From an optimization exercise on the open Yosys and OpenROAD flow, aimed at small area, a short achievable clock period and few clock cycles per item; shortcuts taken in it are not production practice. Where RTL was checked, it was by simulation tests only, not by an equivalence proof against the original. Power and IR drop assume default switching activity.

== build 48 ==
Design tsq_decoder, start of the top module:
module tsq_decoder (
    input  wire        clk,
    input  wire        rst,           
    input  wire        start,         
    input  wire        ext,           
    input  wire [22:0] in_size,       
    output wire        idle,
    input  wire        in_valid,
    input  wire [7:0]  in_data,
    output wire        in_ready,
    output wire        mem_re,
    output wire [17:0] mem_raddr,
    input  wire [7:0]  mem_rdata,     
    output wire        mem_we,
    output wire [17:0] mem_waddr,
    output wire [7:0]  mem_wdata,
    output wire        done,          
    output wire [3:0]  status,
    output wire [18:0] out_size
);
For scale: ~13000 sq um of cells after synthesis.
Settings: LEC_CHECK=0, CAP_MARGIN=20, CORE_MARGIN=2, CORE_UTILIZATION=60, CTS_CLUSTER_DIAMETER=60, CTS_CLUSTER_SIZE=20, PLACE_DENSITY=0.75, SETUP_SLACK_MARGIN=4.8, SLEW_MARGIN=20; clock period 7.5 ns.
standard.sh (not shown) runs the stock make flow with config.mk's settings and CLKGATE_MAP_FILE= SYNTH_SCRIPT=/design/flow/synth_recipe.tcl, a recipe that flattens the netlist after the stock synthesis.
==> flow/flow/run.sh <==
#!/bin/bash
# The standard layout, with the port buffers placed as the smallest buffer
# cell (the resizer sizes them up where timing needs it).
set -euo pipefail
export BUFFER_PORTS_ARGS="-buffer_cell sky130_fd_sc_hd__buf_1"
bash standard.sh > standard.log 2>&1
Build 48 was carried through to the last stage, and its layout satisfied the timing, DRC and antenna checks.
Testbench counts of build 48, summed over its fixed seeds: cycles 402,748, bytes 355,495.
### build 48 -> build 67
- PLACE_DENSITY no longer set, was 0.75
[summary]
- out_size[8] as the worst setup path endpoint was reported by build 67, and rdy by build 48.
- Compared with build 48, in build 67 global-route wire length before repair +2.0 mm; synthesized-area fraction occupied by adder cells about even; design area barely changed.
- Delta (build 67 minus build 48): worst endpoint data arrival time shrank by 1.93 ns; global-route usage grew by 1.2 points; total power draw grew by 0.000056 W.
- Looking only at cell count along the critical path, and setting everything else aside, the higher value of build 67 and build 48 goes to build 48.
- On build 67: final cycle utilization of the critical path is 0.37 points lower than what build 48 gave.
- Sequential share of layout area delta (build 48 -> build 67): insignificant
- Re sum of overflow across all layers after global routing: no difference whatsoever between build 48 and build 67.
What build 59 does differently from build 67 at the input level:
- a change of SETUP_SLACK_MARGIN from 4.8 to 4.6
Build 59 did not stop at any stage, and its layout met the timing, DRC and antenna checks. Number of cells on the critical path: build 59 vs build 67 up 6. Vias: build 59 below build 67. Count of plain and timing-repair buffers in the layout in build 59 is about 17% below build 67.


tsq_decoder, a different RTL version from the one above (not shown whole).
Size: roughly 1500 cells after synthesis.
export LEC_CHECK = 0
export CAP_MARGIN = 20
export CORE_MARGIN = 2
export CORE_UTILIZATION = 40
export SETUP_SLACK_MARGIN = 4.5
export SLEW_MARGIN = 20
create_clock -name core_clock -period 7.5 [get_ports {clk}]
run.sh (not shown) runs the stock make flow with config.mk's settings and CLKGATE_MAP_FILE= SYNTH_SCRIPT=/design/flow/synth_recipe.tcl, a recipe that flattens the netlist after the stock synthesis.
Stock flow here: none of the scripts above is used.
The baseline passed the timing, DRC and antenna checks.
Rerun with:
--- a/flow/config.mk
+++ b/flow/config.mk
@@ -9,4 +9,4 @@
 export CORE_MARGIN = 2
 export CORE_UTILIZATION = 40
-export SETUP_SLACK_MARGIN = 4.5
+export SETUP_SLACK_MARGIN = 5
 export SLEW_MARGIN = 20
=> The new run produced a clean layout; synthesized cell count stays the same; sequential cell count does not change; area after synthesis is unchanged; worst setup slack gains 0.21 ns; sequential power hardly moves; sequential share of layout area decreases by 5.3 points; via count climbs by 8.5%; register-to-register slack improves by 0.02 ns; wire length came out higher by about 14%; utilization came out higher by 8.2 points.
Rerun with:
--- a/flow/config.mk
+++ b/flow/config.mk
@@ -9,4 +9,4 @@
 export CORE_MARGIN = 2
 export CORE_UTILIZATION = 40
-export SETUP_SLACK_MARGIN = 5
+export SETUP_SLACK_MARGIN = 4.0
 export SLEW_MARGIN = 20
What happened: The changed run ran to the end with no violations; synthesized area stays the same; fmax went down by roughly a tenth; final area went down by about a fifth; total power went down by a little under a tenth.
Rerun with:
--- a/flow/config.mk
+++ b/flow/config.mk
@@ -9,4 +9,4 @@
 export CORE_MARGIN = 2
 export CORE_UTILIZATION = 40
-export SETUP_SLACK_MARGIN = 4.0
+export SETUP_SLACK_MARGIN = 3.5
 export SLEW_MARGIN = 20
Final area shrinks by 0.97%.
Sequential power stays flat.
Routed wire length shrinks by 1.2%.
Core utilization shrinks by 0.46 points.
Via count barely changes.
Synthesized cell count is unchanged.
Clock power shrinks by about 5%.
No functional check of the RTL was part of any run of this note.

[static timing again, ports no longer ideal]
The results above use ideal ports. As a check the final layouts listed here were re-extracted and re-timed, cells and wires unchanged. Step 1 sets driving cells, clkbuf_16 on the clock port and buf_2 on the other inputs (assumed; they add their load-dependent delay and slew). Step 2, shift: input delay + t, output delay - t, t = (earliest + latest rising clock arrival at the registers) / 2. This alone moves slack from input paths to output paths. Three values: ideal, step 1, step 2; two values: the first two.
run | t (ns) | slack for setup (ns) | hold slack, ns
build 48 | 0.552 | 4.806 / 4.772 / 4.256 | 0.503 / 0.503 / 0.503
build 67 | 0.554 | 4.833 / 4.787 / 4.304 | 0.492 / 0.492 / 0.492
build 59 | 0.570 | 4.666 / 4.672 / 4.120 | 0.509 / 0.509 / 0.509
the first run of note 2 | 0.595 | 4.250 / 4.199 / 3.913 | 0.497 / 0.497 / 0.497
the second run of note 2 | 0.605 | 4.460 / 4.400 / 4.229 | 0.445 / 0.445 / 0.445
the third run of note 2 | 0.595 | 4.075 / 4.068 / 3.514 | 0.453 / 0.453 / 0.453
the fourth run of note 2 | 0.601 | 3.655 / 3.598 / 3.085 | 0.431 / 0.431 / 0.431
After both steps setup and hold are still met in every run listed. The setup slack of the fourth run of note 2, which loses most, moves by -0.057 ns with the drivers and by -0.570 ns with both steps.
